What follows belongs to an exercise in optimizing a design on an open flow for small area, a short achievable clock period and few clock cycles; a production flow would make more cautious choices.
In this exercise RTL edits were held to simulation tests only and were not proved equivalent to the original.
No activity file was given, so power comes from the tool's default toggle rates.

$ cat design/flow/design.v
module dlls_core (
    input  wire        clk,
    input  wire        rst,          
    input  wire        cmd_valid,
    output wire        cmd_ready,
    input  wire [31:0] cmd,
    output reg         resp_valid,
    output reg  [31:0] resp
);
    localparam [3:0] ST_OK = 4'h0, ST_ILLEGAL = 4'h1, ST_ECFG = 4'h2,
                     ST_EFULL = 4'h3, ST_EEMPTY = 4'h4, ST_ERANGE = 4'h5,
                     ST_EBADCFG = 4'h6;
    localparam [1:0] OC_NONE = 2'd0, OC_FRAME = 2'd1, OC_INCOMPLETE = 2'd2,
                     OC_DAMAGED = 2'd3;
    localparam F_NOP = 0, F_WR = 1, F_RD = 2, F_COMMIT = 3, F_SRESET = 4,
               F_STUFF = 5, F_ECLR = 6, F_EBYTE = 7, F_ECOMP = 8, F_EVER = 9,
               F_TXB = 10, F_TXE = 11, F_POP = 12, F_FEED = 13, F_EXT = 14,
               F_PRD = 15, F_FLUSH = 16, F_ZH = 17, F_ZM = 18, F_ZL = 19,
               F_RDCRC = 20, F_BIG = 21, NF = 22;
    function [7:0] stepa_byte;
        input [7:0] r;
        input [7:0] b;
        input [7:0] g;
        integer i;
        reg [7:0] x;
        begin
            x = r;
            for (i = 7; i >= 0; i = i - 1)
                x = {x[6:0], 1'b0} ^ ((x[7] ^ b[i]) ? g : 8'h00);
            stepa_byte = x;
        end
    endfunction
    function [7:0] div_x4;
        input [7:0] r;
        input [3:0] en;
        input [8:0] g9;
        integer i;
        reg [8:0] x;
        begin
            x = {1'b0, r};
            for (i = 0; i < 4; i = i + 1)
                if (en[i]) x = {1'b0, ((x[0] ? (x ^ g9) : x) >> 1)};
            div_x4 = x[7:0];
        end
    endfunction
    reg  [1:0]  ctrl;             
    reg  [7:0]  r_start, r_stop, r_esc, r_evenmk, r_oddmk;
    reg  [8:0]  r_gen;
    reg  [3:0]  r_deg;
    reg  [15:0] r_fmax;
    reg         cfg_valid;
    reg  [3:0]  cfg_err;
    reg  [2:0]  k_sh;             
    reg  [7:0]  k_g;              
    reg  [8:0]  k_g9;             
    reg  [7:0]  eng_a;            
    reg         eng_par;
    reg         tx_inf;
    reg  [15:0] tx_cnt;
    reg  [7:0]  tx_a;             
    reg         tx_par;
    reg  [7:0]  txq [0:15];
    reg  [3:0]  txq_head;
    reg  [3:0]  txq_tail;
    reg  [4:0]  txq_cnt;
    reg  [7:0]  rxbuf [0:31];
    reg  [4:0]  rx_head;
    reg  [4:0]  rx_tail;
    reg  [5:0]  rx_cnt;
    reg         dstate;
    reg  [7:0]  rxpay [0:31];
    reg  [5:0]  rxpay_len;
    reg  [4:0]  pay_off;
    reg  [1:0]  lastout;
    reg  [15:0] resync_cnt;
    reg  [15:0] damaged_cnt;
    wire scheme_crc = ctrl[0];
    wire codepos    = ctrl[1];
    reg  [5:0]  sc_n;
    reg         sc_ds;
    reg         sc_esc;
    reg         sc_stop;
    reg  [5:0]  sc_bn;            
    reg  [5:0]  sc_alen;
    reg  [7:0]  sc_last;
    reg  [7:0]  sc_a;             
    reg         sc_par;
    reg  [4:0]  sc_wb;            
    reg  [4:0]  sc_wp;            
    reg  [5:0]  sc_rsy;           
    reg         pf_v;
    reg  [7:0]  pf_b;
    reg         pf_s, pf_p, pf_e;
    reg         p_v;
    reg         p_dmg;
    reg  [5:0]  p_n;              
    reg  [5:0]  p_len;            
    reg  [4:0]  p_off;
    reg  [5:0]  p_rsy;
    reg         dc_v;
    reg  [7:0]  dc_code;
    reg         dc_esc;
    reg  [3:0]  dc_pos;
    reg         ph;
    reg  [7:0]  tmp;
    function [NF+3:0] pdec;       
        input [31:0] w;
        reg [7:0] o;
        reg [NF-1:0] f;
        reg s, p, e, r;
        begin
            o = w[31:24];
            f = {NF{1'b0}};
            f[F_NOP]    = (o == 8'h00);
            f[F_WR]     = (o == 8'h01);
            f[F_RD]     = (o == 8'h02);
            f[F_COMMIT] = (o == 8'h03);
            f[F_SRESET] = (o == 8'h04);
            f[F_STUFF]  = (o == 8'h10);
            f[F_ECLR]   = (o == 8'h20);
            f[F_EBYTE]  = (o == 8'h21);
            f[F_ECOMP]  = (o == 8'h22);
            f[F_EVER]   = (o == 8'h23);
            f[F_TXB]    = (o == 8'h30);
            f[F_TXE]    = (o == 8'h31);
            f[F_POP]    = (o == 8'h32);
            f[F_FEED]   = (o == 8'h40);
            f[F_EXT]    = (o == 8'h41);
            f[F_PRD]    = (o == 8'h42);
            f[F_FLUSH]  = (o == 8'h43);
            f[F_ZH]     = (w[23:16] == 8'd0);
            f[F_ZM]     = (w[15:8] == 8'd0);
            f[F_ZL]     = (w[7:0] == 8'd0);
            f[F_RDCRC]  = (w[23:16] == 8'h17) || (w[23:16] == 8'h18);
            f[F_BIG]    = (w[15:6] != 10'd0);
            s = (w[7:0] == r_start);
            p = (w[7:0] == r_stop);
            e = (w[7:0] == r_esc);
            r = s || p || e || (!scheme_crc && ((w[7:0] == r_evenmk) || (w[7:0] == r_oddmk)));
            pdec = {r, e, p, s, f};
        end
    endfunction
    reg         c_v;
    reg  [NF-1:0] c_f;
    reg  [23:0] c_d;
    reg         c_s, c_p, c_e, c_res;
    reg         rdy_q;
    assign cmd_ready = rdy_q;
    wire take = cmd_valid && rdy_q;
    wire [NF+3:0] dec_in = pdec(cmd);
    wire [7:0]  a   = c_d[23:16];
    wire [15:0] d16 = c_d[15:0];
    wire [7:0]  b   = c_d[7:0];
    wire z23_8 = c_f[F_ZH] && c_f[F_ZM];
    wire z_all = z23_8 && c_f[F_ZL];
    wire [16:0] lg;
    assign lg[F_NOP]    = c_f[F_NOP]    && z_all;
    assign lg[F_WR]     = c_f[F_WR];
    assign lg[F_RD]     = c_f[F_RD]     && c_f[F_ZM] && c_f[F_ZL];
    assign lg[F_COMMIT] = c_f[F_COMMIT] && z_all;
    assign lg[F_SRESET] = c_f[F_SRESET] && z_all;
    assign lg[F_STUFF]  = c_f[F_STUFF]  && z23_8;
    assign lg[F_ECLR]   = c_f[F_ECLR]   && z_all;
    assign lg[F_EBYTE]  = c_f[F_EBYTE]  && z23_8;
    assign lg[F_ECOMP]  = c_f[F_ECOMP]  && z_all;
    assign lg[F_EVER]   = c_f[F_EVER]   && z23_8;
    assign lg[F_TXB]    = c_f[F_TXB]    && z23_8;
    assign lg[F_TXE]    = c_f[F_TXE]    && z_all;
    assign lg[F_POP]    = c_f[F_POP]    && z_all;
    assign lg[F_FEED]   = c_f[F_FEED]   && z23_8;
    assign lg[F_EXT]    = c_f[F_EXT]    && z_all;
    assign lg[F_PRD]    = c_f[F_PRD]    && c_f[F_ZH];
    assign lg[F_FLUSH]  = c_f[F_FLUSH]  && z_all;
    wire any_f  = |lg;
    wire needs_cfg = lg[F_STUFF] | lg[F_ECLR] | lg[F_EBYTE] | lg[F_ECOMP] |
                     lg[F_EVER] | lg[F_TXB] | lg[F_TXE] | lg[F_FEED] | lg[F_EXT];
    wire x_ill  = c_v && !any_f;
    wire x_ecfg = c_v && needs_cfg && !cfg_valid;
    wire x_wr     = c_v && lg[F_WR];
    wire x_rd     = c_v && lg[F_RD];
    wire x_commit = c_v && lg[F_COMMIT];
    wire x_sreset = c_v && lg[F_SRESET];
    wire x_stuff  = c_v && lg[F_STUFF] && cfg_valid;
    wire x_eclr   = c_v && lg[F_ECLR]  && cfg_valid;
    wire x_ebyte  = c_v && lg[F_EBYTE] && cfg_valid;
    wire x_ecomp  = c_v && lg[F_ECOMP] && cfg_valid;
    wire x_ever   = c_v && lg[F_EVER]  && cfg_valid;
    wire x_txb    = c_v && lg[F_TXB]   && cfg_valid;
    wire x_txe    = c_v && lg[F_TXE]   && cfg_valid;
    wire x_pop    = c_v && lg[F_POP];
    wire x_feed   = c_v && lg[F_FEED]  && cfg_valid;
    wire x_ext    = c_v && lg[F_EXT]   && cfg_valid;
    wire x_prd    = c_v && lg[F_PRD];
    wire x_flush  = c_v && lg[F_FLUSH];
    reg  caught;                  
    wire rx_full   = rx_cnt[5];
    wire x_feed_ok = x_feed && !rx_full;
    wire ext_stall = x_ext && !p_v && !caught;
    wire        is_txb    = c_f[F_TXB];
    wire        tx_stall  = x_txb && scheme_crc && tx_cl && !ph;
    wire        rd_stall  = x_rd && c_f[F_RDCRC] && !ph;
    wire        cm_stall  = x_commit && !ph;
    wire        dc_stall  = dc_v && (x_txb || x_txe);
    wire        stall     = ext_stall || tx_stall || rd_stall || cm_stall || dc_stall;
    wire        e_crc     = c_v && (c_f[F_EBYTE] || c_f[F_TXB]);
    wire [7:0]  crc_out   = stepa_byte(e_crc ? (c_f[F_EBYTE] ? eng_a : tx_a) : sc_a,
                                       e_crc ? b : sc_last, k_g);
    wire        b_par     = ^b;
    wire        close     = is_txb ? tx_cl : tx_inf;
    wire        close_p   = is_txb ? (tx_par ^ b_par) : tx_par;
    wire [7:0]  crc_code  = (is_txb ? tmp : tx_a) >> k_sh;
    wire [7:0]  close_code = scheme_crc ? crc_code : (close_p ? r_oddmk : r_evenmk);
    wire        code_esc  = scheme_crc && !codepos &&
                            ((crc_code == r_start) || (crc_code == r_stop) ||
                             (crc_code == r_esc));
    wire        pre0      = is_txb && !tx_inf;           
    wire [3:0]  npre_hot  = {is_txb && pre0 && c_res, is_txb && (pre0 ^ c_res),
                             is_txb && !pre0 && !c_res, !is_txb};
    wire [1:0]  n_pre     = {npre_hot[3] | npre_hot[2], npre_hot[3] | npre_hot[1]};
    wire [2:0]  len_ne    = {1'b0, n_pre} + (close ? 3'd2 : 3'd0);
    wire        len_x     = close && code_esc;           
    wire [2:0]  len_ne1   = len_ne + 3'd1;
    wire [2:0]  tx_len    = len_x ? len_ne1 : len_ne;
    reg  [7:0]  pre_b [0:2];
    always @* begin
        pre_b[0] = pre0 ? r_start : (c_res ? r_esc : b);
        pre_b[1] = (pre0 && c_res) ? r_esc : b;
        pre_b[2] = b;
    end
    wire [7:0]  cl_b0 = codepos ? r_stop : (code_esc ? r_esc : close_code);
    wire [7:0]  cl_b1 = codepos ? close_code : (code_esc ? close_code : r_stop);
    wire [7:0]  cl_b2 = r_stop;
    wire [7:0]  dcl_b0 = codepos ? r_stop : (dc_esc ? r_esc : dc_code);
    wire [7:0]  dcl_b1 = codepos ? dc_code : (dc_esc ? dc_code : r_stop);
    wire [7:0]  slot_b0 = dc_v ? dcl_b0 : (is_txb ? pre_b[0] : cl_b0);
    wire [7:0]  slot_b1 = dc_v ? dcl_b1 : (is_txb ? pre_b[1] : cl_b1);
    wire [7:0]  slot_b2 = (dc_v || !is_txb) ? r_stop : b;
    wire [2:0]  slot_ne = dc_v   ? 3'b011 :
                          is_txb ? {npre_hot[3], npre_hot[3] | npre_hot[2], 1'b1} :
                                   {1'b0, close, close};
    wire        slot_x2 = dc_v ? (dc_esc && !codepos) : (!is_txb && len_x);
    wire [6:0]  fge;
    genvar gi;
    generate
        for (gi = 0; gi <= 6; gi = gi + 1) begin : g_fge
            assign fge[gi] = (txq_cnt <= 5'd16 - gi);
        end
    endgenerate
    wire        fits_ne   = close ? (npre_hot[0] & fge[2] | npre_hot[1] & fge[3] |
                                     npre_hot[2] & fge[4] | npre_hot[3] & fge[5])
                                  : (npre_hot[0] | npre_hot[1] & fge[1] |
                                     npre_hot[2] & fge[2] | npre_hot[3] & fge[3]);
    wire        fits_x    = npre_hot[0] & fge[3] | npre_hot[1] & fge[4] |
                            npre_hot[2] & fge[5] | npre_hot[3] & fge[6];
    wire        tx_fits   = len_x ? fits_x : fits_ne;
    wire        go_base   = x_txb && !tx_stall && !dc_v || x_txe && !dc_v;
    wire        tx_go     = go_base && tx_fits;
    wire [15:0] base_hot  = 16'h0001 << (dc_v ? dc_pos : txq_tail);
    reg  [15:0] en_ne, en_x;
    reg  [7:0]  ent_b [0:15];
    integer     ei;
    always @* begin
        for (ei = 0; ei < 16; ei = ei + 1) begin
            en_ne[ei] = (base_hot[ei] & slot_ne[0]) | (base_hot[(ei - 1) & 15] & slot_ne[1]) |
                        (base_hot[(ei - 2) & 15] & slot_ne[2]);
            en_x[ei]  = base_hot[(ei - 2) & 15];
            ent_b[ei] = ({8{base_hot[ei]}} & slot_b0) | ({8{base_hot[(ei - 1) & 15]}} & slot_b1) |
                        ({8{base_hot[(ei - 2) & 15]}} & slot_b2);
        end
    end
    wire        we_any = dc_v || go_base && (len_x ? fits_x : fits_ne);
    wire [15:0] ent_we = {16{we_any}} & (en_ne | ({16{slot_x2}} & en_x));
    wire [3:0]  tail_ne   = txq_tail + {1'b0, len_ne};
    wire [3:0]  tail_x    = txq_tail + {1'b0, len_ne} + 4'd1;
    wire [4:0]  cnt_ne    = txq_cnt + {2'b00, len_ne};
    wire [4:0]  cnt_x     = txq_cnt + {2'b00, len_ne} + 5'd1;
    wire        tx_cl_nx  = ((tx_cnt + 16'd2) == r_fmax);
    wire        fmax_one  = (r_fmax == 16'd1);
    reg [3:0] first_failed;
    always @* begin
        first_failed = 4'd0;
        if ((r_start == r_stop) || (r_start == r_esc) || (r_stop == r_esc))
            first_failed = 4'd1;
        else if (r_fmax == 16'd0)
            first_failed = 4'd2;
        else if (!scheme_crc) begin
            if (r_evenmk == r_oddmk)
                first_failed = 4'd3;
            else if ((r_evenmk == r_start) || (r_evenmk == r_stop) || (r_evenmk == r_esc) ||
                     (r_oddmk  == r_start) || (r_oddmk  == r_stop) || (r_oddmk  == r_esc))
                first_failed = 4'd4;
        end else begin
            if ((r_deg < 4'd1) || (r_deg > 4'd8))
                first_failed = 4'd5;
            else if (!r_gen[r_deg] || ((r_gen >> (r_deg + 4'd1)) != 9'd0))
                first_failed = 4'd6;
            else if (!r_gen[0])
                first_failed = 4'd7;
        end
    end
    wire [2:0] new_sh = 3'd0 - r_deg[2:0];            
    wire [7:0] new_g  = r_gen[7:0] << new_sh;         
    wire [8:0] new_g9 = r_gen & ~(9'h1FE << r_deg);
    wire [7:0] k_en   = 8'hFF >> k_sh;                 
    wire [7:0] rd_a    = a[3] ? tx_a : eng_a;         
    wire [7:0] rd_half = div_x4(rd_a >> k_sh, k_en[3:0], k_g9);
    wire [7:0] rd_rem  = div_x4(tmp, k_en[7:4], k_g9);
    reg [15:0] csr_val;
    reg        csr_ok;
    always @* begin
        csr_ok  = 1'b1;
        csr_val = 16'h0000;
        case (a)
            8'h00: csr_val = {14'd0, ctrl};
            8'h01: csr_val = {8'd0, r_start};
            8'h02: csr_val = {8'd0, r_stop};
            8'h03: csr_val = {8'd0, r_esc};
            8'h04: csr_val = {8'd0, r_evenmk};
            8'h05: csr_val = {8'd0, r_oddmk};
            8'h06: csr_val = {7'd0, r_gen};
            8'h07: csr_val = {12'd0, r_deg};
            8'h08: csr_val = r_fmax;
            8'h10: csr_val = {4'd0, cfg_err, 2'd0, lastout, 1'b0, tx_inf, dstate, cfg_valid};
            8'h11: csr_val = {10'd0, rx_cnt};
            8'h12: csr_val = {10'd0, rxpay_len};
            8'h13: csr_val = {11'd0, txq_cnt};
            8'h14: csr_val = tx_cnt;
            8'h15: csr_val = resync_cnt;
            8'h16: csr_val = damaged_cnt;
            8'h17: csr_val = {7'd0, eng_par, rd_rem};
            8'h18: csr_val = {7'd0, tx_par, rd_rem};
            default: csr_ok = 1'b0;
        endcase
    end
    wire       ext_go  = x_ext && !ext_stall;
    wire [5:0] ext_rm  = p_v ? p_n : (sc_ds ? sc_bn : rx_cnt);
    wire [5:0] ext_rsy = p_v ? p_rsy : (sc_ds ? sc_rsy : 6'd0);
    wire       sc_have = caught ? x_feed_ok : (pf_v && cfg_valid);
    wire [7:0] sc_byte = caught ? b : pf_b;
    wire       is_start = caught ? c_s : pf_s;
    wire       is_stop  = caught ? c_p : pf_p;
    wire       is_esc   = caught ? c_e : pf_e;
    wire sc_close = sc_ds && (sc_stop || (!sc_esc && is_stop && !codepos));
    wire sc_datab = sc_ds && !sc_close && (sc_esc || (!is_esc && !is_start && !is_stop));
    wire sc_rsyb  = sc_ds && !sc_close && !sc_esc && !is_esc && is_start;
    wire sc_stopb = sc_ds && !sc_close && !sc_esc && !is_esc && !is_start && is_stop;
    wire sc_escb  = sc_ds && !sc_close && !sc_esc && is_esc;
    wire sc_sync  = !sc_ds && is_start;
    wire [5:0] prot_v   = x_ext ? 6'd0 : rxpay_len;
    wire [5:0] prot_p   = p_v ? p_len : 6'd0;
    wire [6:0] prot_all = {1'b0, prot_v} + {1'b0, prot_p} + {1'b0, sc_alen};
    reg        no_room;
    wire [6:0] prot_vp = {1'b0, prot_v} + {1'b0, prot_p};
    wire       nr_a    = (prot_all >= 7'd31);
    wire       nr_b    = (prot_all >= 7'd32);
    wire       nr_c    = (prot_vp >= 7'd32);
    wire sc_wr   = sc_datab && !sc_alen[5];          
    wire sc_fold = (sc_datab || sc_stopb) && (sc_alen != 6'd0);    
    wire sc_hold = (sc_close && p_v) || (sc_wr && no_room) || (sc_fold && e_crc);
    wire sc_go   = sc_have && !sc_hold;
    wire       alen_nz    = (sc_alen != 6'd0);
    wire [7:0] sc_a_all   = alen_nz ? crc_out : sc_a;
    wire       sc_par_all = alen_nz ? (sc_par ^ (^sc_last)) : sc_par;
    wire [7:0] vf_code  = codepos ? sc_byte : sc_last;
    wire [7:0] vf_calc  = scheme_crc ? (sc_a >> k_sh) : (sc_par ? r_oddmk : r_evenmk);
    wire       vf_ok    = (vf_code == vf_calc);
    wire       vf_frame = vf_ok && (codepos || alen_nz);
    wire [4:0] new_wb = p_v ? (p_off + p_len[4:0]) : (pay_off + rxpay_len[4:0]);
    wire       pf_load = !caught && !pf_v;
    wire [7:0] pf_in   = rxbuf[rx_head + sc_n[4:0]];
    wire [7:0] eng_code = scheme_crc ? (eng_a >> k_sh) : (eng_par ? r_oddmk : r_evenmk);
    wire [31:0] w_tx   = tx_fits ? {ST_OK, 4'd0, 5'd0, tx_len, 16'd0} : {ST_EFULL, 28'd0};
    wire [31:0] w_pop  = (txq_cnt == 5'd0) ? {ST_EEMPTY, 28'd0} : {ST_OK, 12'd0, 8'd0, txq[txq_head]};
    wire [31:0] w_prd  = (c_f[F_BIG] || d16[5:0] >= rxpay_len) ? {ST_ERANGE, 28'd0}
                         : {ST_OK, 12'd0, 8'd0, rxpay[pay_off + d16[4:0]]};
    wire [31:0] w_ext  = {ST_OK, 4'd0, 6'd0, (p_v ? (p_dmg ? OC_DAMAGED : OC_FRAME) : OC_INCOMPLETE),
                          10'd0, (p_v ? p_len : 6'd0)};
    wire [31:0] w_rd   = csr_ok ? {ST_OK, 12'd0, csr_val} : {ST_ERANGE, 28'd0};
    wire [31:0] w_stuff = c_res ? {ST_OK, 4'd0, 8'd2, b, r_esc} : {ST_OK, 4'd0, 8'd1, 8'd0, b};
    wire [31:0] resp_n =
          ({32{x_ill}}                     & {ST_ILLEGAL, 28'd0})
        | ({32{x_ecfg}}                    & {ST_ECFG, 28'd0})
        | ({32{x_wr && a > 8'h08}}         & {ST_ERANGE, 28'd0})
        | ({32{x_rd}}                      & w_rd)
        | ({32{x_commit && ff_r != 4'd0}}  & {ST_EBADCFG, 4'd0, 4'd0, ff_r, 16'd0})
        | ({32{x_stuff}}                   & w_stuff)
        | ({32{x_ecomp}}                   & {ST_OK, 12'd0, 8'd0, eng_code})
        | ({32{x_ever}}                    & {ST_OK, 12'd0, 15'd0, (b == eng_code)})
        | ({32{x_txb || x_txe}}            & w_tx)
        | ({32{x_pop}}                     & w_pop)
        | ({32{x_feed && rx_full}}         & {ST_EFULL, 28'd0})
        | ({32{x_ext}}                     & w_ext)
        | ({32{x_prd}}                     & w_prd);
    wire u_one     = (rx_cnt == sc_n + 6'd1);
    wire ext_ok_nx = (caught ? (!x_feed_ok || sc_go) : (u_one && sc_go && !x_feed_ok)) ||
                     (p_v && !x_ext) || (sc_go && sc_close);
    wire tx_cl_pred = tx_cl || (x_txb && tx_cl_nx) ||
                      (fmax_one && (x_txb || x_txe || x_commit));
    reg        rst_r;             
    reg        tx_cl;             
    reg  [3:0] ff_r;              
    wire       arst = rst_r || x_sreset;
    wire       x_cgo = x_commit && ph;       
    wire [5:0] sc_n_rm  = sc_n - ext_rm;
    wire [5:0] sc_n1_rm = sc_n + 6'd1 - ext_rm;
    integer i, r;
    always @(posedge clk) begin
        rst_r <= rst;
        ff_r  <= first_failed;
        rdy_q <= rst || (stall ? !(x_ext && !ext_ok_nx)
                               : !(take && (dec_in[F_COMMIT] || dec_in[F_RD] && dec_in[F_RDCRC] ||
                                            dec_in[F_TXB] && scheme_crc && tx_cl_pred ||
                                            (dec_in[F_TXB] || dec_in[F_TXE]) && x_txb && close ||
                                            dec_in[F_EXT] && !ext_ok_nx)));
        if (rst) begin
            c_v  <= 1'b0;
        end else if (!stall) begin
            c_v  <= take;
            {c_res, c_e, c_p, c_s, c_f} <= dec_in;
            c_d  <= cmd[23:0];
        end
        resp_valid <= c_v && !stall && !rst;
        resp       <= resp_n;
        no_room <= (sc_go && (sc_sync || sc_rsyb)) ? nr_c : (sc_go && sc_wr) ? nr_a : nr_b;
        if (arst) begin
            ctrl      <= 2'd0;
            r_start   <= 8'h00;
            r_stop    <= 8'h00;
            r_esc     <= 8'h00;
            r_evenmk  <= 8'h00;
            r_oddmk   <= 8'h00;
            r_gen     <= 9'h000;
            r_deg     <= 4'd0;
            r_fmax    <= 16'd0;
            cfg_valid <= 1'b0;
            cfg_err   <= 4'd0;
            k_sh      <= 3'd0;
            k_g       <= 8'h00;
            k_g9      <= 9'h000;
            eng_a     <= 8'h00;
            eng_par   <= 1'b0;
            tx_inf    <= 1'b0;
            tx_cnt    <= 16'd0;
            tx_a      <= 8'h00;
            tx_par    <= 1'b0;
            tx_cl     <= 1'b0;
            txq_head  <= 4'd0;
            txq_tail  <= 4'd0;
            txq_cnt   <= 5'd0;
            rx_head   <= 5'd0;
            rx_tail   <= 5'd0;
            rx_cnt    <= 6'd0;
            dstate    <= 1'b0;
            rxpay_len <= 6'd0;
            pay_off   <= 5'd0;
            lastout   <= OC_NONE;
            resync_cnt  <= 16'd0;
            damaged_cnt <= 16'd0;
            sc_n      <= 6'd0;
            caught    <= 1'b1;
            sc_ds     <= 1'b0;
            sc_rsy    <= 6'd0;
            p_v       <= 1'b0;
            pf_v      <= 1'b0;
            ph        <= 1'b0;
            dc_v      <= 1'b0;
        end else begin
            if (stall && !ext_stall) begin
                ph  <= 1'b1;
                tmp <= c_f[F_RD] ? rd_half : crc_out;
            end else begin
                ph  <= 1'b0;
            end
            if (pf_load) begin
                pf_v <= 1'b1;
                pf_b <= pf_in;
                pf_s <= (pf_in == r_start);
                pf_p <= (pf_in == r_stop);
                pf_e <= (pf_in == r_esc);
            end else if (!caught && sc_go) begin
                pf_v <= 1'b0;
            end
            if (sc_go) begin
                if (sc_sync) begin
                    sc_ds   <= 1'b1;
                    sc_esc  <= 1'b0;
                    sc_stop <= 1'b0;
                    sc_alen <= 6'd0;
                    sc_a    <= 8'h00;
                    sc_par  <= 1'b0;
                    sc_wb   <= new_wb;
                    sc_wp   <= new_wb;
                end else if (sc_close) begin
                    p_v    <= 1'b1;
                    p_dmg  <= !vf_frame;
                    p_n    <= sc_n + 6'd1;
                    p_len  <= !vf_frame ? 6'd0 : codepos ? sc_alen : (sc_alen - 6'd1);
                    p_off  <= sc_wb;
                    p_rsy  <= sc_rsy;
                    sc_ds  <= 1'b0;
                    sc_rsy <= 6'd0;
                end else if (sc_escb) begin
                    sc_esc <= 1'b1;
                end else if (sc_rsyb) begin
                    sc_alen <= 6'd0;
                    sc_wp   <= sc_wb;
                    sc_a    <= 8'h00;
                    sc_par  <= 1'b0;
                    sc_rsy  <= sc_rsy + 6'd1;
                end else if (sc_stopb) begin
                    sc_stop <= 1'b1;
                    sc_a    <= sc_a_all;
                    sc_par  <= sc_par_all;
                end else if (sc_datab) begin
                    sc_esc  <= 1'b0;
                    sc_a    <= sc_a_all;
                    sc_par  <= sc_par_all;
                    sc_last <= sc_byte;
                    if (!sc_alen[5]) rxpay[sc_wp] <= sc_byte;
                    sc_alen <= sc_alen + 6'd1;
                    sc_wp   <= sc_wp + 5'd1;
                end
            end
            if (caught)
                caught <= !(x_feed_ok && !sc_go);
            else
                caught <= u_one && sc_go && !x_feed_ok;
            if (ext_go) begin
                sc_n <= sc_go ? sc_n1_rm : sc_n_rm;
                if (sc_go && (sc_sync || sc_rsyb))
                    sc_bn <= sc_n1_rm;
                else
                    sc_bn <= sc_bn - ext_rm;
                if (!p_v && sc_ds) sc_rsy <= 6'd0;
            end else if (sc_go) begin
                sc_n <= sc_n + 6'd1;
                if (sc_sync || sc_rsyb) sc_bn <= sc_n + 6'd1;
            end
            if (x_wr && a <= 8'h08) begin
                cfg_valid <= 1'b0;
                case (a[3:0])
                    4'h0: ctrl     <= d16[1:0];
                    4'h1: r_start  <= d16[7:0];
                    4'h2: r_stop   <= d16[7:0];
                    4'h3: r_esc    <= d16[7:0];
                    4'h4: r_evenmk <= d16[7:0];
                    4'h5: r_oddmk  <= d16[7:0];
                    4'h6: r_gen    <= d16[8:0];
                    4'h7: r_deg    <= d16[3:0];
                    default: r_fmax <= d16;
                endcase
            end
            if (x_cgo) begin
                cfg_err   <= ff_r;
                cfg_valid <= (ff_r == 4'd0);
                k_sh      <= new_sh;
                k_g       <= new_g;
                k_g9      <= new_g9;
            end
            if (x_cgo || x_eclr) begin
                eng_a   <= 8'h00;
                eng_par <= 1'b0;
            end
            if (x_ebyte) begin
                eng_par <= eng_par ^ b_par;
                if (scheme_crc) eng_a <= crc_out;
            end
            dc_v <= 1'b0;
            if (tx_go && is_txb && close) begin
                dc_v    <= 1'b1;
                dc_code <= close_code;
                dc_esc  <= code_esc;
                dc_pos  <= txq_tail + {2'b00, n_pre};
            end
            if (tx_go) begin
                txq_cnt  <= len_x ? cnt_x : cnt_ne;
                txq_tail <= len_x ? tail_x : tail_ne;
                if (close) begin
                    tx_inf <= 1'b0;
                    tx_cnt <= 16'd0;
                    tx_a   <= 8'h00;
                    tx_par <= 1'b0;
                    tx_cl  <= fmax_one;
                end else if (is_txb) begin
                    tx_inf <= 1'b1;
                    tx_cnt <= tx_cnt + 16'd1;
                    tx_par <= tx_par ^ b_par;
                    tx_cl  <= tx_cl_nx;
                    if (scheme_crc) tx_a <= crc_out;
                end
            end
            if (x_pop && txq_cnt != 5'd0) begin
                txq_head <= txq_head + 4'd1;
                txq_cnt  <= txq_cnt - 5'd1;
            end
            if (x_cgo) begin
                tx_inf   <= 1'b0;
                tx_cnt   <= 16'd0;
                tx_a     <= 8'h00;
                tx_par   <= 1'b0;
                tx_cl    <= fmax_one;
                txq_cnt  <= 5'd0;
                txq_tail <= txq_head;
            end
            for (i = 0; i < 16; i = i + 1)
                if (ent_we[i]) txq[i] <= ent_b[i];
            if (x_feed_ok) begin
                rxbuf[rx_tail] <= b;
                rx_tail <= rx_tail + 5'd1;
                rx_cnt  <= rx_cnt + 6'd1;
            end
            if (ext_go) begin
                rx_head    <= rx_head + ext_rm[4:0];
                rx_cnt     <= rx_cnt - ext_rm;
                resync_cnt <= resync_cnt + {10'd0, ext_rsy};
                if (p_v) begin
                    p_v     <= 1'b0;
                    dstate  <= 1'b0;
                    pay_off <= p_off;
                    rxpay_len <= p_len;
                    if (!p_dmg) begin
                        lastout <= OC_FRAME;
                    end else begin
                        lastout     <= OC_DAMAGED;
                        damaged_cnt <= damaged_cnt + 16'd1;
                    end
                end else begin
                    dstate    <= sc_ds;
                    rxpay_len <= 6'd0;
                    if (sc_ds) pay_off <= sc_wb;
                    lastout   <= OC_INCOMPLETE;
                end
            end
            if (x_cgo || x_flush) begin
                rx_cnt    <= 6'd0;
                rx_tail   <= rx_head;
                dstate    <= 1'b0;
                rxpay_len <= 6'd0;
                lastout   <= OC_NONE;
                sc_n      <= 6'd0;
            caught    <= 1'b1;
                sc_ds     <= 1'b0;
                sc_rsy    <= 6'd0;
                p_v       <= 1'b0;
                pf_v      <= 1'b0;
            end
            if (x_cgo) begin
                resync_cnt  <= 16'd0;
                damaged_cnt <= 16'd0;
            end
        end
    end
endmodule
$ cat design/flow/standard.sh
#!/bin/bash
# synth_recipe.tcl (not shown) runs the flow's synth.tcl, then flattens the netlist and writes it again
# the make line also repeats each setting of config.mk as NAME=value (left out here)
make -C /OpenROAD-flow-scripts/flow DESIGN_CONFIG=/design/flow/config.mk WORK_HOME=/design/flow/orfs CLKGATE_MAP_FILE= SYNTH_SCRIPT=/design/flow/synth_recipe.tcl "${@:-finish}"
$ cat design/flow/config.mk
export PLATFORM = sky130hd
export DESIGN_NAME = dlls_core
export DESIGN_NICKNAME = dlls_core
export VERILOG_FILES = /design/flow/design.v
export SDC_FILE = /design/flow/constraint.sdc
export NUM_CORES = 4
export LEC_CHECK = 0
export CAP_MARGIN = 20
export CORE_MARGIN = 2
export CORE_UTILIZATION = 40
export CTS_BUF_LIST = sky130_fd_sc_hd__clkbuf_16
export CTS_CLUSTER_DIAMETER = 80
export CTS_CLUSTER_SIZE = 24
export SLEW_MARGIN = 20
$ cat design/flow/flow/run.sh
#!/bin/bash
# Layout flow: the standard layout (standard.sh, unchanged synthesis and
# steps), except that buffer_ports puts sky130_fd_sc_hd__buf_4 on every input
# and output port instead of the cell it picks by default (a slow delay
# buffer).  All tool output goes to standard.log in this folder; ORFS keeps
# its per-step logs under orfs/logs.
set -euo pipefail
export BUFFER_PORTS_ARGS="-buffer_cell sky130_fd_sc_hd__buf_4"
bash standard.sh > standard.log 2>&1
$ cat design/flow/constraint.sdc
create_clock -name core_clock -period 25.0 [get_ports {clk}]
set_input_delay 5.0000 -clock core_clock [delete_from_list [all_inputs] [get_ports {clk}]]
set_output_delay 5.0000 -clock core_clock [all_outputs]
set_load 0.01 [all_outputs]
==> qor.yml, run 1 <==
status:
  outcome: "timing/DRC/antenna clean"
pwr:
  p_per_area_nw_per_um2: 54.2
  p_leak_nw: 20.8
  p_total_mw: 3.34
  vdd_drop_max_mv: 0.0601
clock_network:
  cts_setup_buffers: 0
  cts_sinks: 1040
  clk_path_buf_depth: 3
  cts_root_buffer: "clkbuf_16"
  post_cts_resized: 0
  htree_levels: 3
  ctsHoldBuffers: 0
  cts_tree: "done"
  clk_pin_slew_ns: 0.10
  cts_made_buffers: 72
  clk_latency_ns: 0.75
route:
  firstDrtPassIters: 12
  drt_iter0_drc: 5391
  postRouteAntennaNets: 0
  drt-total-wl_um: 185000
  wl_per_cell_um: 26.9
  vias: 42100
  drc: 0
  via_per_inst: 6.12
placed_design:
  preCtsSetupSlack_ns: 18.45
  dp_hpwl_um: 127000
  gp_congestion: 0.988
  portBuffers: 58
setup_path:
  path_depth: 1
  cp-end-kind: "output port"
  critical_path_class: "register to output port"
  critPathSlowestCell: "dfxtp_1"
  cp.required_ns: 20.00
  cp_max_fo: 1
  path_buf_inv: 1
  critical_path.cell_chain: "buf_4"
  crit_path_start_kind: "register"
  max_stage_delay_ns: 0.43
  r2r_cells: 15
  crit_family: "flip-flops"
  crit_arrival_ns: 1.33
timing:
  max_freq_mhz: 158
  max-slew-margin-rel_pct: 14.6
  hold_viol: 0
  fin_crit_sh_pct: 25.3
  setup_viol: 0
  tightestPinTransition_ns: 1.28
  rsz0062_at_grt: "no"
  fin_crit_ns: 6.33
  setup_slack_ns: 18.67
  slew_violations: 0
  tns_ns: 0
  skew_ns: 0.0474
finish:
  final_common_cell: "edfxtp_1"
  utilization_pct: 44.0
  synthToLayoutAreaGrowth_pct: 8.87
  drive_gt1_share_pct: 12.4
  final_nets: 5101
  final_cell_mix: "787 x edfxtp_1, 512 x nand2_1, 482 x nor2_1"
global_route:
  globalRouteTotalUtil_pct: 25.0
  grt.overflow.total: 0
  grt_pass1_vias: 39700
  grt_max_degree: 66
  grt_first_pass_wirelength_um: 271000
  antenna_found_initial: 17
logic_synthesis:
  synth_cells: 5048
  syn-cell-area_um2: 56500
  ys_seq_elements: 1040
  synth_largest_area_cell: "edfxtp_1"
  ys_seq_area_share_pct: 50.8
  synth_area_per_cell_um2: 11.2
  synthFlopType: "edfxtp_1"
  synth_cell_types: 109
  async_reset_ff_share_pct: 0
  synth_edf_count: 787
  yosys-top-cells-area: "edfxtp_1 42%, dfxtp_1 9.0%, mux4_2 7.4%"
  synth_top_area_share_pct: 41.8
  yosysWarnings: 4
floorplanning:
  initial_core_util_pct: 40.4
  row_count: 137
  io_pins: 69
  dieWidth_um: 380
  dieHeight_um: 380
  fp.dieArea_um2: 144000
  design.core.area_um2: 140000
flow_run:
  drv_cap: 0
min_path:
  hold_depth: 2
  min_path_type: "register to register"
power breakdown:
group / switching [mW] / internal (mW) / total, mW
logic: 0.0935 / 0.0416 / 0.135
clock network: 0.712 / 0.631 / 1.34
registers: 0.00838 / 1.85 / 1.86
synthesized netlist by cell type, drive strengths merged, types with 10 or more instances:
cell and number:
edfxtp 787, nand2 515, nor2 492, a21oi 291, o21ai 269, clkbuf 256
dfxtp 253, xnor2 250, mux4 186, xor2 183, mux2i 161, inv 139
buf 116, ha 104, nand3 99, a22oi 96, a222oi 69, a211oi 63
o221ai 61, nor3 50, nand4 47, a21o 45, mux2 42, nor2b 35
nor4 35, a22o 33, a221oi 31, and3 31, o211ai 28, and2 24
a31oi 22, or3 20, nand3b 17, o22ai 17, fa 16, nand2b 15
o21a 13, a311oi 11, nor3b 10
cell type report:
| cell class | count | area (um2) |
|---|---|---|
| Fill cell | 13100 | 78300 |
| Clock buffer | 73 | 1830 |
| Timing Repair Buffer | 187 | 1410 |
| Antenna cell | 2 | 5.00 |
| Tap cell | 1876 | 2350 |
| Multi-Input combinational cell | 3503 | 25900 |
| Clock inverter | 61 | 777 |
| Sequential cell | 1040 | 28700 |
| Inverter | 142 | 533 |
metrics by stage:
step	cell area, um2	instances	hold WS [ns]
after floorplan	56600	5057	0.436
after global placement	58900	6747	0.442
after detailed placement	58900	6748	0.449
after CTS	61500	6882	0.459
after global routing	61500	6883	0.485
final	61500	6884	0.465
layer usage:
| layer | track usage (%) | vias to the layer above | share of wire, % |
|---|---|---|---|
| li1 | - | 18600 | - |
| met1 | 34.1 | 20900 | 41 |
| met2 | 38.8 | 2120 | 45 |
| met3 | 5.20 | 437 | 9.4 |
| met4 | 10.1 | 26 | 4.6 |
| met5 | 0 | - | 0.087 |
worst paths after layout:
check	startpoint	endpoint	slack [ns]
setup reg to reg	c_f[10]	tx_a[5]	18.74
setup / recovery	resp_valid	resp_valid	18.67
hold / removal	cfg_err[2]	cfg_err[2]	0.47
hold reg to reg	cfg_err[2]	cfg_err[2]	0.47
state kept, by name, indices dropped and copies added (netlist names), 16 cells and up:
| signal | flops |
|---|---|
| r_fmax | 16 |
| c_f | 22 |
| resp | 22 |
| txq | 128 |
| resync_cnt | 16 |
| rxbuf | 256 |
| damaged_cnt | 16 |
| tx_cnt | 16 |
| rxpay | 256 |
| c_d | 24 |
cells by family (layout without fill, tap and decap cells):
| kind of cell | Yosys count | after routing | share of synthesized area (%) |
|---|---|---|---|
| buf+inv | 514 | 463 | 3.67 |
| simple gates | 1422 | 1422 | 11.2 |
| flops | 1040 | 1040 | 50.8 |
| mux | 389 | 389 | 11.1 |
| other cells | 1 | 12 | 0.00663 |
| fa+ha+maj | 120 | 120 | 2.87 |
| xor+xnor | 435 | 435 | 6.99 |
| compound gates | 1127 | 1127 | 13.3 |
Testbench counts, summed over its fixed seeds: cycles 34,779.
==> run 2: changes to the inputs <==
--- a/design/flow/design.v
+++ b/design/flow/design.v
@@ -256,6 +256,17 @@
     wire        go_base   = x_txb && !tx_stall && !dc_v || x_txe && !dc_v;
     wire        tx_go     = go_base && tx_fits;
     wire [15:0] base_hot  = 16'h0001 << (dc_v ? dc_pos : txq_tail);
+    wire [1:0]  base_lo   = dc_v ? dc_pos[1:0] : txq_tail[1:0];
+    reg  [7:0]  bank_d [0:3];
+    integer     bk;
+    always @* begin
+        for (bk = 0; bk < 4; bk = bk + 1)
+            case ((bk - base_lo) & 2'd3)
+                2'd0:    bank_d[bk] = slot_b0;
+                2'd1:    bank_d[bk] = slot_b1;
+                default: bank_d[bk] = slot_b2;
+            endcase
+    end
     reg  [15:0] en_ne, en_x;
     reg  [7:0]  ent_b [0:15];
     integer     ei;
@@ -264,8 +275,7 @@
             en_ne[ei] = (base_hot[ei] & slot_ne[0]) | (base_hot[(ei - 1) & 15] & slot_ne[1]) |
                         (base_hot[(ei - 2) & 15] & slot_ne[2]);
             en_x[ei]  = base_hot[(ei - 2) & 15];
-            ent_b[ei] = ({8{base_hot[ei]}} & slot_b0) | ({8{base_hot[(ei - 1) & 15]}} & slot_b1) |
-                        ({8{base_hot[(ei - 2) & 15]}} & slot_b2);
+            ent_b[ei] = bank_d[ei & 3];
         end
     end
     wire        we_any = dc_v || go_base && (len_x ? fits_x : fits_ne);
@@ -292,7 +302,7 @@
         end else begin
             if ((r_deg < 4'd1) || (r_deg > 4'd8))
                 first_failed = 4'd5;
-            else if (!r_gen[r_deg] || ((r_gen >> (r_deg + 4'd1)) != 9'd0))
+            else if (((r_gen & (9'h001 << r_deg)) == 9'd0) || ((r_gen & (9'h1FE << r_deg)) != 9'd0))
                 first_failed = 4'd6;
             else if (!r_gen[0])
                 first_failed = 4'd7;
==> run 2 against run 1 <==
- clock skew up 0.00071 ns
- final area down 1.8%
- largest power group unchanged
- critical endpoint is now rdy_q
- sequential power about the same
==> qor.yml, run 2 <==
floorplanning:
  fp.dieArea_um2: 142000  # -1.4%
  dieWidth_um: 377  # -0.70%
  dieHeight_um: 377  # -0.70%
  design.core.area_um2: 138000  # -1.5%
  row_count: 136  # -0.73%
  io_pins: 69  # unchanged
  initial_core_util_pct: 40.4  # about the same
setup_path:
  rrSetupSlack_ns: 18.57  # -0.17 ns
  crit-reg2reg-launch: "c_f[10]"
  cp_max_fo: 2  # +1
  crit_path_start: "cmd[21]"
  cp-end-kind: "register"
  crit_path_start_kind: "input port"
  cp.required_ns: 25.60  # +5.60 ns
  critical_path_class: "input port to register"
  crit_arrival_ns: 7.07  # +5.74 ns
timing:
  max-slew-margin-rel_pct: 20.5  # +5.9 points
  hold_viol: 0  # unchanged
  hold_slack_ns: 0.461  # -0.00434 ns
  rsz0062_at_grt: "no"
  fin_crit_ns: 6.47  # +0.133 ns
  slew_violations: 0  # unchanged
  skew_ns: 0.0481  # +0.000710 ns
  tightestPinTransition_ns: 1.18  # -0.0978 ns
  tns_ns: 0  # unchanged
  setup_viol: 0  # unchanged
  max_freq_mhz: 155  # -2.1%
  fin_crit_sh_pct: 25.9  # +0.53 points
  setup_slack_ns: 18.53  # -0.133 ns
finish:
  final_cells: 6665  # -3.2%
  final_nets: 4977  # -2.4%
  final_area_um2: 60400  # -1.8%
  largestRegisters: "rxbuf: 256 flops, rxpay: 256 flops, txq: 128 flops"
  drive_gt1_share_pct: 11.6  # -0.76 points
  utilization_pct: 43.8  # -0.17 points
  synthToLayoutAreaGrowth_pct: 8.40
  final_cell_mix: "787 x edfxtp_1, 491 x nor2_1, 422 x nand2_1"
  final_common_cell: "edfxtp_1"
flow_run:
  drv_cap: 0  # unchanged
clock_network:
  clk_pin_slew_ns: 0.09  # about the same
  cts_setup_buffers: 0  # unchanged
  clk_path_buf_depth: 3  # unchanged
  cts_made_buffers: 66  # -8.3%
  cts_root_buffer: "clkbuf_16"
  cts_tree: "done"
  cts_sinks: 1040  # unchanged
  clk_latency_ns: 0.73  # -0.02 ns
  post_cts_resized: 0  # unchanged
  ctsHoldBuffers: 0  # unchanged
  htree_levels: 3  # unchanged
pwr:
  vdd_drop_max_mv: 0.0474  # -21%
  intPower_mw: 2.45  # -3.0%
  p_sw_share_pct: 24.0  # -0.43 points
  p_leak_nw: 20.2  # -2.6%
  p_seq_share_pct: 57.8  # +2.1 points
  p_comb_share_pct: 4.2  # +0.2 points
  p_per_area_nw_per_um2: 53.3  # -1.7%
  power.switching_mw: 0.771  # -5.2%
  p_total_mw: 3.22  # -3.5%
  p_clk_share_pct: 37.9  # -2.3 points
logic_synthesis:
  yosysMostFrequentCell: "edfxtp_1"
  async_reset_ff_share_pct: 0  # unchanged
  synth_area_per_cell_um2: 11.4  # +1.4%
  syn-cell-area_um2: 55700  # -1.4%
  synth_top_area_share_pct: 42.4  # +0.60 points
  synth_cell_types: 99  # -9.2%
  yosysWarnings: 5  # +1
  synth_largest_area_cell: "edfxtp_1"
  ys_seq_area_share_pct: 51.5  # +0.73 points
  synth_common_cells: "787 x edfxtp_1, 496 x nor2_1, 423 x nand2_1"
  synth_edf_count: 787  # unchanged
  synthFlopType: "edfxtp_1"
  synth_cells: 4909  # -2.8%
  ys_seq_elements: 1040  # unchanged
  yosys-top-cells-area: "edfxtp_1 42%, dfxtp_1 9.1%, mux4_2 7.4%"
global_route:
  grt_first_pass_wirelength_um: 261000  # -3.9%
  grt.overflow.total: 0  # unchanged
  grt_max_degree: 68  # +3.0%
  antenna_found_initial: 7  # -10
  grt_pass1_vias: 38300  # -3.6%
  globalRouteTotalUtil_pct: 24.7  # -0.32 points
route:
  wl_per_cell_um: 26.7  # -0.70%
  vias: 40500  # -4.0%
  via_per_inst: 6.07  # -0.83%
  firstDrtPassIters: 6  # -6
  postRouteAntennaNets: 0  # unchanged
  drt_iter0_drc: 4979  # -7.6%
  drc: 0  # unchanged
  drt-total-wl_um: 178000  # -3.9%
placed_design:
  gp_congestion: 1.00  # +1.4%
  placed_area_um2: 58100  # -1.4%
  preCtsSetupSlack_ns: 17.91  # -0.540 ns
  portBuffers: 58  # unchanged
  dp_hpwl_um: 125000  # -1.2%
  dp_cells: 6539  # -3.1%
status:
  outcome: "timing/DRC/antenna clean"
min_path:
  min_path_type: "register to register"
  worstHoldStart: "cfg_err[0]"
==> run 2: changes by cell type in the layout (fill, tap and decap cells not counted), moves of 14 or more <==
cell,change
nand2_1,-90
a21oi_1,+55
a222oi_1,-52
mux2i_1,+51
o221ai_1,-51
o21ai_0,-49
a221o_1,+19
inv_1,-16
xnor2_1,+14
==> run 2: power groups by stage <==
| stage | Sequential (mW) | Clock (mW) | Combinational [mW] |
|---|---|---|---|
| final | 1.86 | 1.22 | 0.136 |
| after floorplan | 1.90 | 0 | 0.0810 |
| after detailed placement | 1.90 | 0 | 0.135 |
| after CTS | 1.86 | 1.25 | 0.135 |
| after global placement | 1.90 | 0 | 0.133 |
| after global routing | 1.86 | 1.30 | 0.144 |
==> run 2: cells by family (layout without fill, tap and decap cells) <==
| family | count (synthesis) | count (layout) | synth area share, % |
|---|---|---|---|
| xor+xnor | 432 | 432 | 6.98 |
| simple gates | 1377 | 1377 | 11.2 |
| buf+inv | 474 | 426 | 3.33 |
| compound gates | 1030 | 1030 | 12.0 |
| flops | 1040 | 1040 | 51.5 |
| mux | 429 | 429 | 11.9 |
| fa+ha+maj | 126 | 126 | 3.04 |
| other cells | 1 | 11 | 0.00673 |
==> run 2: area by class of cell <==
type / count / area, um2
fillers: 12700 / 77400
flip-flops and latches: 1040 / 28700
multi-input cells: 3404 / 25400
well taps: 1794 / 2240
clock buffers: 68 / 1700
repair buffers: 182 / 1370
clock inverters: 54 / 586
inverters: 122 / 458
diodes: 1 / 2.50
==> run 2: worst paths after layout <==
| kind | end | depth (start not counted) |
|---|---|---|
| worst max-delay path | rdy_q | 6 |
| worst min register to register | cfg_err[0] | 2 |
| worst max register to register | tx_cnt[14] | 14 |
| worst min-delay path | cfg_err[0] | 2 |
==> run 2: routing by layer <==
layer	part of all wire (%)	vias up	GRT usage, %	routed length (um)
met4	4.8	4	10.7	8580
li1	-	18100	-	-
met2	45	1903	37.7	79300
met1	42	20100	34.1	74700
met5	0.013	-	0	23
met3	8.7	352	4.68	15500
==> run 2: critical path, cell delays in order <==
cell,delay (ns)
buf_4,0.11
or3_1,0.40
nor3b_2,0.88
a21oi_1,0.17
a311o_1,0.34
a21o_1,0.16
Testbench counts of run 2, summed over its fixed seeds: cycles 34,779.
==> run 3: changes to the inputs <==
--- a/design/flow/design.v
+++ b/design/flow/design.v
@@ -103,6 +103,10 @@
     reg  [3:0]  dc_pos;
     reg         ph;
     reg  [7:0]  tmp;
+    reg         phb;              
+    reg         tmp_esc;          
+    reg         tx_esc;           
+    reg         tx_a_chg;         
     function [NF+3:0] pdec;       
         input [31:0] w;
         reg [7:0] o;
@@ -201,18 +205,18 @@
     wire        rd_stall  = x_rd && c_f[F_RDCRC] && !ph;
     wire        cm_stall  = x_commit && !ph;
     wire        dc_stall  = dc_v && (x_txb || x_txe);
-    wire        stall     = ext_stall || tx_stall || rd_stall || cm_stall || dc_stall;
-    wire        e_crc     = c_v && (c_f[F_EBYTE] || c_f[F_TXB]);
-    wire [7:0]  crc_out   = stepa_byte(e_crc ? (c_f[F_EBYTE] ? eng_a : tx_a) : sc_a,
-                                       e_crc ? b : sc_last, k_g);
+    wire        tx_stall2 = x_txb && scheme_crc && tx_cl && ph && !phb;
+    wire        txe_stall = x_txe && tx_a_chg;
+    wire        stall     = ext_stall || tx_stall || tx_stall2 || txe_stall || rd_stall || cm_stall || dc_stall;
+    wire [7:0]  crc_out   = stepa_byte(c_f[F_EBYTE] ? eng_a : tx_a, b, k_g);
     wire        b_par     = ^b;
     wire        close     = is_txb ? tx_cl : tx_inf;
     wire        close_p   = is_txb ? (tx_par ^ b_par) : tx_par;
     wire [7:0]  crc_code  = (is_txb ? tmp : tx_a) >> k_sh;
     wire [7:0]  close_code = scheme_crc ? crc_code : (close_p ? r_oddmk : r_evenmk);
-    wire        code_esc  = scheme_crc && !codepos &&
-                            ((crc_code == r_start) || (crc_code == r_stop) ||
-                             (crc_code == r_esc));
+    wire        code_esc  = scheme_crc && !codepos && (is_txb ? tmp_esc : tx_esc);
+    wire [7:0]  tx_code   = tx_a >> k_sh;
+    wire [7:0]  tmp_code  = tmp >> k_sh;
     wire        pre0      = is_txb && !tx_inf;           
     wire [3:0]  npre_hot  = {is_txb && pre0 && c_res, is_txb && (pre0 ^ c_res),
                              is_txb && !pre0 && !c_res, !is_txb};
@@ -253,7 +257,7 @@
     wire        fits_x    = npre_hot[0] & fge[3] | npre_hot[1] & fge[4] |
                             npre_hot[2] & fge[5] | npre_hot[3] & fge[6];
     wire        tx_fits   = len_x ? fits_x : fits_ne;
-    wire        go_base   = x_txb && !tx_stall && !dc_v || x_txe && !dc_v;
+    wire        go_base   = (x_txb || x_txe) && !(tx_stall || tx_stall2 || txe_stall || dc_v);
     wire        tx_go     = go_base && tx_fits;
     wire [15:0] base_hot  = 16'h0001 << (dc_v ? dc_pos : txq_tail);
     wire [1:0]  base_lo   = dc_v ? dc_pos[1:0] : txq_tail[1:0];
@@ -365,11 +369,10 @@
     wire       nr_b    = (prot_all >= 7'd32);
     wire       nr_c    = (prot_vp >= 7'd32);
     wire sc_wr   = sc_datab && !sc_alen[5];          
-    wire sc_fold = (sc_datab || sc_stopb) && (sc_alen != 6'd0);    
-    wire sc_hold = (sc_close && p_v) || (sc_wr && no_room) || (sc_fold && e_crc);
+    wire sc_hold = (sc_close && p_v) || (sc_wr && no_room);
     wire sc_go   = sc_have && !sc_hold;
     wire       alen_nz    = (sc_alen != 6'd0);
-    wire [7:0] sc_a_all   = alen_nz ? crc_out : sc_a;
+    wire [7:0] sc_a_all   = alen_nz ? stepa_byte(sc_a, sc_last, k_g) : sc_a;
     wire       sc_par_all = alen_nz ? (sc_par ^ (^sc_last)) : sc_par;
     wire [7:0] vf_code  = codepos ? sc_byte : sc_last;
     wire [7:0] vf_calc  = scheme_crc ? (sc_a >> k_sh) : (sc_par ? r_oddmk : r_evenmk);
@@ -402,10 +405,9 @@
         | ({32{x_ext}}                     & w_ext)
         | ({32{x_prd}}                     & w_prd);
     wire u_one     = (rx_cnt == sc_n + 6'd1);
-    wire ext_ok_nx = (caught ? (!x_feed_ok || sc_go) : (u_one && sc_go && !x_feed_ok)) ||
-                     (p_v && !x_ext) || (sc_go && sc_close);
-    wire tx_cl_pred = tx_cl || (x_txb && tx_cl_nx) ||
-                      (fmax_one && (x_txb || x_txe || x_commit));
+    wire ext_ok_nx = caught && (!x_feed_ok || (!p_v && !(sc_ds && no_room))) || (p_v && !x_ext);
+    wire p_txb     = x_txb || scheme_crc && (tx_cl || fmax_one && (x_txe || x_commit));
+    wire p_txe     = x_txb || x_txe || x_commit;
     reg        rst_r;             
     reg        tx_cl;             
     reg  [3:0] ff_r;              
@@ -417,10 +419,12 @@
     always @(posedge clk) begin
         rst_r <= rst;
         ff_r  <= first_failed;
-        rdy_q <= rst || (stall ? !(x_ext && !ext_ok_nx)
+        tx_esc   <= (tx_code == r_start) || (tx_code == r_stop) || (tx_code == r_esc);
+        tx_a_chg <= rst_r || x_sreset || tx_go || x_cgo;
+        rdy_q <= rst || (stall ? !(x_ext && !ext_ok_nx || tx_stall)
                                : !(take && (dec_in[F_COMMIT] || dec_in[F_RD] && dec_in[F_RDCRC] ||
-                                            dec_in[F_TXB] && scheme_crc && tx_cl_pred ||
-                                            (dec_in[F_TXB] || dec_in[F_TXE]) && x_txb && close ||
+                                            dec_in[F_TXB] && p_txb ||
+                                            dec_in[F_TXE] && p_txe ||
                                             dec_in[F_EXT] && !ext_ok_nx)));
         if (rst) begin
             c_v  <= 1'b0;
@@ -473,11 +477,14 @@
             p_v       <= 1'b0;
             pf_v      <= 1'b0;
             ph        <= 1'b0;
+            phb       <= 1'b0;
             dc_v      <= 1'b0;
         end else begin
+            phb <= tx_stall2;
             if (stall && !ext_stall) begin
                 ph  <= 1'b1;
-                tmp <= c_f[F_RD] ? rd_half : crc_out;
+                if (!ph) tmp <= c_f[F_RD] ? rd_half : crc_out;
+                tmp_esc <= (tmp_code == r_start) || (tmp_code == r_stop) || (tmp_code == r_esc);
             end else begin
                 ph  <= 1'b0;
             end
==> run 3 against run 2 <==
- critical endpoint is now cmd_ready
- clock power is essentially flat
- utilization shrank 0.27 points
- final area is 1.7% higher
- combinational power shrank 7%
- power grew 0.33%
- cell count rose by 2.9%
- global-route usage is 1.2 points lower
- count of clock-buffer cells in the layout unchanged
==> qor.yml, run 3 <==
status:
  outcome: "timing/DRC/antenna clean"
floorplanning:
  initial_core_util_pct: 40.1  # -0.32 points
  fp.dieArea_um2: 145000  # +1.5%
  design.core.area_um2: 141000  # +2.3%
  io_pins: 69  # unchanged
  row_count: 138  # +1.5%
  dieWidth_um: 380  # +0.76%
  dieHeight_um: 380  # +0.76%
logic_synthesis:
  async_reset_ff_share_pct: 0  # unchanged
  synthFlopType: "edfxtp_1"
  synth_cells: 5017  # +2.2%
  synth_common_cells: "788 x edfxtp_1, 517 x nand2_1, 487 x nor2_1"
  ys_seq_area_share_pct: 50.9  # -0.63 points
  yosysWarnings: 5  # unchanged
  synth_largest_area_cell: "edfxtp_1"
  ys_seq_elements: 1044  # +0.38%
  synth_cell_types: 102  # +3.0%
  yosysMostFrequentCell: "edfxtp_1"
  yosys-top-cells-area: "edfxtp_1 42%, dfxtp_1 9.1%, mux4_2 7.3%"
  synth_edf_count: 788  # +0.13%
  synth_top_area_share_pct: 41.8  # -0.59 points
  syn-cell-area_um2: 56600  # +1.5%
  synth_area_per_cell_um2: 11.3  # -0.64%
pwr:
  p_leak_nw: 20.6  # +2.0%
  vdd_drop_max_mv: 0.0985  # +110%
  p_per_area_nw_per_um2: 52.6  # -1.4%
flow_run:
  drv_cap: 0  # unchanged
finish:
  final_cells: 6859  # +2.9%
  largestRegisters: "rxbuf: 256 flops, rxpay: 256 flops, txq: 128 flops"
  final_cell_mix: "788 x edfxtp_1, 516 x nand2_1, 482 x nor2_1"
  synthToLayoutAreaGrowth_pct: 8.59
  final_nets: 5074  # +1.9%
  drive_gt1_share_pct: 11.4  # -0.16 points
  final_area_um2: 61500  # +1.7%
  final_common_cell: "edfxtp_1"
global_route:
  grt_first_pass_wirelength_um: 257000  # -1.6%
  grt_max_degree: 65  # -4.4%
  grt.overflow.total: 0  # unchanged
  globalRouteTotalUtil_pct: 23.4  # -1.2 points
  grt_pass1_vias: 38700  # +0.98%
  antenna_found_initial: 11  # +4
timing:
  setup_viol: 0  # unchanged
  fin_crit_ns: 6.28  # -0.184 ns
  skew_ns: 0.103  # +0.0551 ns
  setup_slack_ns: 18.72  # +0.184 ns
  tightestPinTransition_ns: 1.28  # +0.0943 ns
  max-slew-margin-rel_pct: 14.7  # -5.8 points
  tns_ns: 0  # unchanged
  hold_slack_ns: 0.435  # -0.0260 ns
  slew_violations: 0  # unchanged
  fin_crit_sh_pct: 25.1  # -0.74 points
  rsz0062_at_grt: "no"
  max_freq_mhz: 159  # +2.9%
  hold_viol: 0  # unchanged
placed_design:
  dp_hpwl_um: 121000  # -3.1%
  portBuffers: 58  # unchanged
  gp_congestion: 0.997  # -0.55%
  placed_area_um2: 59000  # +1.6%
  dp_cells: 6730  # +2.9%
  preCtsSetupSlack_ns: 18.26  # +0.350 ns
route:
  drc: 0  # unchanged
  via_per_inst: 5.91  # -2.6%
  firstDrtPassIters: 8  # +2
  drt-total-wl_um: 173000  # -2.8%
  postRouteAntennaNets: 0  # unchanged
  drt_iter0_drc: 4529  # -9.0%
  wl_per_cell_um: 25.2  # -5.6%
  vias: 40600  # +0.24%
clock_network:
  cts_tree: "done"
  cts_made_buffers: 68  # +3.0%
  post_cts_resized: 0  # unchanged
  clk_pin_slew_ns: 0.09  # about the same
  cts_setup_buffers: 0  # unchanged
  cts_sinks: 1044  # +0.38%
  cts_root_buffer: "clkbuf_16"
  ctsHoldBuffers: 0  # unchanged
  clk_latency_ns: 0.76  # +0.03 ns
  clk_path_buf_depth: 3  # unchanged
  htree_levels: 3  # unchanged
setup_path:
  cp_max_fo: 2  # unchanged
  cp-end-kind: "output port"
  path_buf_inv: 1  # unchanged
  cp.required_ns: 20.00  # -5.60 ns
  crit_family: "flip-flops"
  critical_path_class: "register to output port"
  critPathSlowestCell: "dfxtp_1"
  critical_path.cell_chain: "buf_4"
  crit_path_start_kind: "register"
  crit_arrival_ns: 1.28  # -5.79 ns
  max_stage_delay_ns: 0.40  # -0.48 ns
  rrSetupSlack_ns: 19.11  # +0.54 ns
min_path:
  min_path_type: "register to register"
run 3: cell type report:
type / count / area [um2]
inverter: 108 / 405
multi-input combinational: 3507 / 26200
clock buffer: 68 / 1700
clock inverter: 56 / 644
tap: 1890 / 2360
sequential: 1044 / 28800
timing repair buffer: 183 / 1380
fill: 13200 / 79600
antenna: 3 / 7.51
run 3: final timing paths:
| path | from | to | cells past startpoint |
|---|---|---|---|
| worst max-delay path | rdy_q | cmd_ready | 1 |
| worst min-delay path | phb | phb | 1 |
| worst max register to register | c_f[7] | tmp[4] | 15 |
| worst min register to register | phb | phb | 1 |
run 3: cell families (layout without fill, tap and decap cells):
| family | after synthesis | count (layout) | share of synthesized area, % |
|---|---|---|---|
| xor+xnor | 522 | 522 | 8.24 |
| compound gates | 984 | 984 | 11.5 |
| other cells | 1 | 13 | 0.00663 |
| mux | 437 | 437 | 11.9 |
| fa+ha+maj | 127 | 127 | 3.02 |
| buf+inv | 475 | 415 | 3.26 |
| simple gates | 1427 | 1427 | 11.3 |
| flops | 1044 | 1044 | 50.9 |
run 3: stage by stage:
step / util (%) / power [mW]
detailed placement: 41.9 / 2.03
global placement: 41.9 / 2.03
finish: 43.6 / 3.23
global route: 43.6 / 3.32
floorplan: - / 1.98
CTS: 43.5 / 3.25
run 3: power breakdown:
part,internal (mW),switching [mW]
registers,1.86,0.00726
logic,0.0407,0.0853
clock network,0.558,0.680
total,2.46,0.772
run 3: per-layer routing:
metal / vias to the layer above / share of wire (%) / track usage (%)
li1: 18300 / - / -
met1: 20100 / 42 / 31.8
met2: 1763 / 46 / 36.9
met3: 373 / 8.7 / 5.03
met4: 12 / 4.1 / 8.59
met5: - / 0.052 / 0
Testbench counts of run 3, summed over its fixed seeds: cycles 34,862.
==> run 4: changes to the inputs <==
--- a/design/flow/design.v
+++ b/design/flow/design.v
@@ -149,8 +149,9 @@
     reg  [23:0] c_d;
     reg         c_s, c_p, c_e, c_res;
     reg         rdy_q;
+    reg         nrdy_q;
     assign cmd_ready = rdy_q;
-    wire take = cmd_valid && rdy_q;
+    wire take = cmd_valid && !nrdy_q;
     wire [NF+3:0] dec_in = pdec(cmd);
     wire [7:0]  a   = c_d[23:16];
     wire [15:0] d16 = c_d[15:0];
@@ -408,6 +409,11 @@
     wire ext_ok_nx = caught && (!x_feed_ok || (!p_v && !(sc_ds && no_room))) || (p_v && !x_ext);
     wire p_txb     = x_txb || scheme_crc && (tx_cl || fmax_one && (x_txe || x_commit));
     wire p_txe     = x_txb || x_txe || x_commit;
+    wire rdy_d = rst || (stall ? !(x_ext && !ext_ok_nx || tx_stall)
+                               : !(take && (dec_in[F_COMMIT] || dec_in[F_RD] && dec_in[F_RDCRC] ||
+                                            dec_in[F_TXB] && p_txb ||
+                                            dec_in[F_TXE] && p_txe ||
+                                            dec_in[F_EXT] && !ext_ok_nx)));
     reg        rst_r;             
     reg        tx_cl;             
     reg  [3:0] ff_r;              
@@ -421,11 +427,8 @@
         ff_r  <= first_failed;
         tx_esc   <= (tx_code == r_start) || (tx_code == r_stop) || (tx_code == r_esc);
         tx_a_chg <= rst_r || x_sreset || tx_go || x_cgo;
-        rdy_q <= rst || (stall ? !(x_ext && !ext_ok_nx || tx_stall)
-                               : !(take && (dec_in[F_COMMIT] || dec_in[F_RD] && dec_in[F_RDCRC] ||
-                                            dec_in[F_TXB] && p_txb ||
-                                            dec_in[F_TXE] && p_txe ||
-                                            dec_in[F_EXT] && !ext_ok_nx)));
+        rdy_q  <= rdy_d;
+        nrdy_q <= !rdy_d;
         if (rst) begin
             c_v  <= 1'b0;
         end else if (!stall) begin
==> run 4 against run 3 <==
- die area up 0.82%
- via count up 1.4%
- worst setup slack worse by 0.67 ns
- power up 0.41%
- clock power about the same
- sequential share of layout area shrank 0.30 points
- count of clock-buffer cells in the layout up 1
- critical path type is now input port to register
- synthesized cell count rose by 1.1%
- hold slack worse by 0.0010 ns
- first-iteration DRC count increased by 5.5%
==> qor.yml, run 4 <==
setup_path:
  rrSetupSlack_ns: 19.40  # +0.29 ns
  critical_path.cell_chain: "buf_4 > or3_1 > nor3b_2 > a21oi_1 > nand3_1 > a21oi_1 > or3b_2 > a21o_1"
  critical_path_class: "input port to register"
  crit_arrival_ns: 7.57  # +6.29 ns
  path_buf_inv: 1  # unchanged
  cp.required_ns: 25.61  # +5.61 ns
  max_stage_delay_ns: 0.86  # +0.46 ns
  cp_max_fo: 2  # unchanged
  cp-end-kind: "register"
  crit_family: "simple AND/OR/NAND/NOR gates"
clock_network:
  cts_setup_buffers: 0  # unchanged
  clk_path_buf_depth: 3  # unchanged
  post_cts_resized: 0  # unchanged
  clk_latency_ns: 0.72  # -0.04 ns
  htree_levels: 3  # unchanged
  clk_pin_slew_ns: 0.08  # about the same
  cts_root_buffer: "clkbuf_16"
  cts_made_buffers: 69  # +1.5%
  cts_tree: "done"
  cts_sinks: 1045  # +0.096%
floorplanning:
  design.core.area_um2: 142000  # +0.37%
  initial_core_util_pct: 40.3  # +0.18 points
  dieHeight_um: 382  # +0.41%
  fp.dieArea_um2: 146000  # +0.82%
route:
  drc: 0  # unchanged
  wl_per_cell_um: 26.7  # +5.8%
  postRouteAntennaNets: 0  # unchanged
  wl_met3_um: 13200  # -12%
  top_layer_used: "met5"
  via_per_inst: 5.95  # +0.67%
  vias: 41100  # +1.4%
  firstDrtPassIters: 6  # -2
  drt-total-wl_um: 184000  # +6.6%
  wl_met1_um: 77500  # +7.7%
  wl_met2_um: 82800  # +4.9%
logic_synthesis:
  yosysMostFrequentCell: "edfxtp_1"
  synth_cells: 5071  # +1.1%
  synth_area_per_cell_um2: 11.3  # -0.25%
  synth_edf_count: 788  # unchanged
  yosysWarnings: 5  # unchanged
  synthFlopType: "edfxtp_1"
  ys_seq_area_share_pct: 50.5  # -0.38 points
  syn-cell-area_um2: 57100  # +0.83%
  ys_seq_elements: 1045  # +0.096%
  synth_top_area_share_pct: 41.5  # -0.34 points
  synth_common_cells: "788 x edfxtp_1, 512 x nor2_1, 482 x nand2_1"
  synth_cell_types: 97  # -4.9%
finish:
  drive_gt1_share_pct: 11.9  # +0.47 points
  final_cell_mix: "788 x edfxtp_1, 505 x nor2_1, 481 x nand2_1"
  synthToLayoutAreaGrowth_pct: 8.49  # about the same
  final_cells: 6909  # +0.73%
  largestRegisters: "rxbuf: 256 flops, rxpay: 256 flops, txq: 128 flops"
min_path:
  min_path_type: "register to register"
timing:
  slew_violations: 0  # unchanged
  fin_crit_ns: 6.96  # +0.674 ns
  tightestPinTransition_ns: 1.23  # -0.0517 ns
  skew_ns: 0.0595  # -0.0437 ns
  tns_ns: 0  # unchanged
  hold_viol: 0  # unchanged
  fin_crit_sh_pct: 27.8  # +2.7 points
  max-slew-margin-rel_pct: 18.1  # +3.5 points
pwr:
  vdd_drop_max_mv: 0.0542  # -45%
  p_leak_nw: 21.3  # +3.2%
placed_design:
  dp_hpwl_um: 131000  # +7.6%
  dp_cells: 6777  # +0.70%
global_route:
  globalRouteTotalUtil_pct: 24.9  # +1.5 points
  antenna_found_initial: 10  # -1
  grt.overflow.total: 0  # unchanged
  grt_pass1_vias: 38700  # +0.021%
flow_run:
  drv_cap: 0  # unchanged
status:
  outcome: "timing/DRC/antenna clean"
## run 4: changes by cell type after synthesis, moves of 11 or more
cell / previous run / this run
clkbuf_1: 264 / 280
mux2i_1: 225 / 204
nand2_1: 517 / 482
nor2_1: 487 / 512
a31oi_1: 31 / 20
nand3_1: 83 / 99
mux2_2: 25 / 42
a22oi_1: 63 / 75
o21ai_0: 182 / 165
a221oi_1: 48 / 59
xnor2_1: 297 / 283
a21oi_1: 296 / 313
## run 4: path summary, 6_finish.rpt
check / start / endpoint / cells past startpoint
setup / recovery: cmd[21] / rdy_q / 8
hold / removal: phb / phb / 1
setup reg to reg: c_f[10] / tx_a[5] / 15
hold reg to reg: phb / phb / 1
## run 4: area by class of cell
type                       instances  area [um2]
multi-input combinational       3550       26600
tap                             1890        2360
clock buffer                      69        1730
inverter                         112         420
clock inverter                    57         636
timing repair buffer             181        1360
antenna                            5        12.5
sequential                      1045       28800
fill                           13300       79700
## run 4: power breakdown
group	switching (mW)	internal (mW)	leakage, nW
Sequential	0.00918	1.86	9.19
Clock	0.679	0.563	1.20
Combinational	0.0891	0.0421	10.9
Total	0.777	2.47	21.3
## run 4: per-stage QoR
stage               utilization, %  setup WS, ns  total power [mW]  hold WS (ns)  instance area, um2
floorplan                        -         17.27              1.98         0.400               57100
global placement              42.0         17.29              2.04         0.410               59500
detailed placement            42.0         17.31              2.04         0.418               59500
CTS                           43.7         18.08              3.27         0.429               61900
global route                  43.7         17.94              3.34         0.455               61900
finish                        43.7         18.04              3.24         0.434               61900
## run 4: logic make-up (layout without fill, tap and decap cells)
logic type      Yosys count  count (layout)  share of synthesized area, %
fa+ha+maj               127             127                          3.00
compound gates         1008            1008                          11.8
flops                  1045            1045                          50.5
buf+inv                 485             419                          3.28
mux                     434             434                          11.8
xor+xnor                518             518                          8.23
simple gates           1453            1453                          11.4
other cells               1              15                       0.00657
## run 4: layer usage
| layer | vias up | GRT usage, % |
|---|---|---|
| met5 | - | 0 |
| met4 | 4 | 12.8 |
| met3 | 414 | 3.88 |
| met2 | 1772 | 38.2 |
| met1 | 20400 | 34.1 |
| li1 | 18500 | - |
Testbench counts of run 4, summed over its fixed seeds: cycles 34,862.
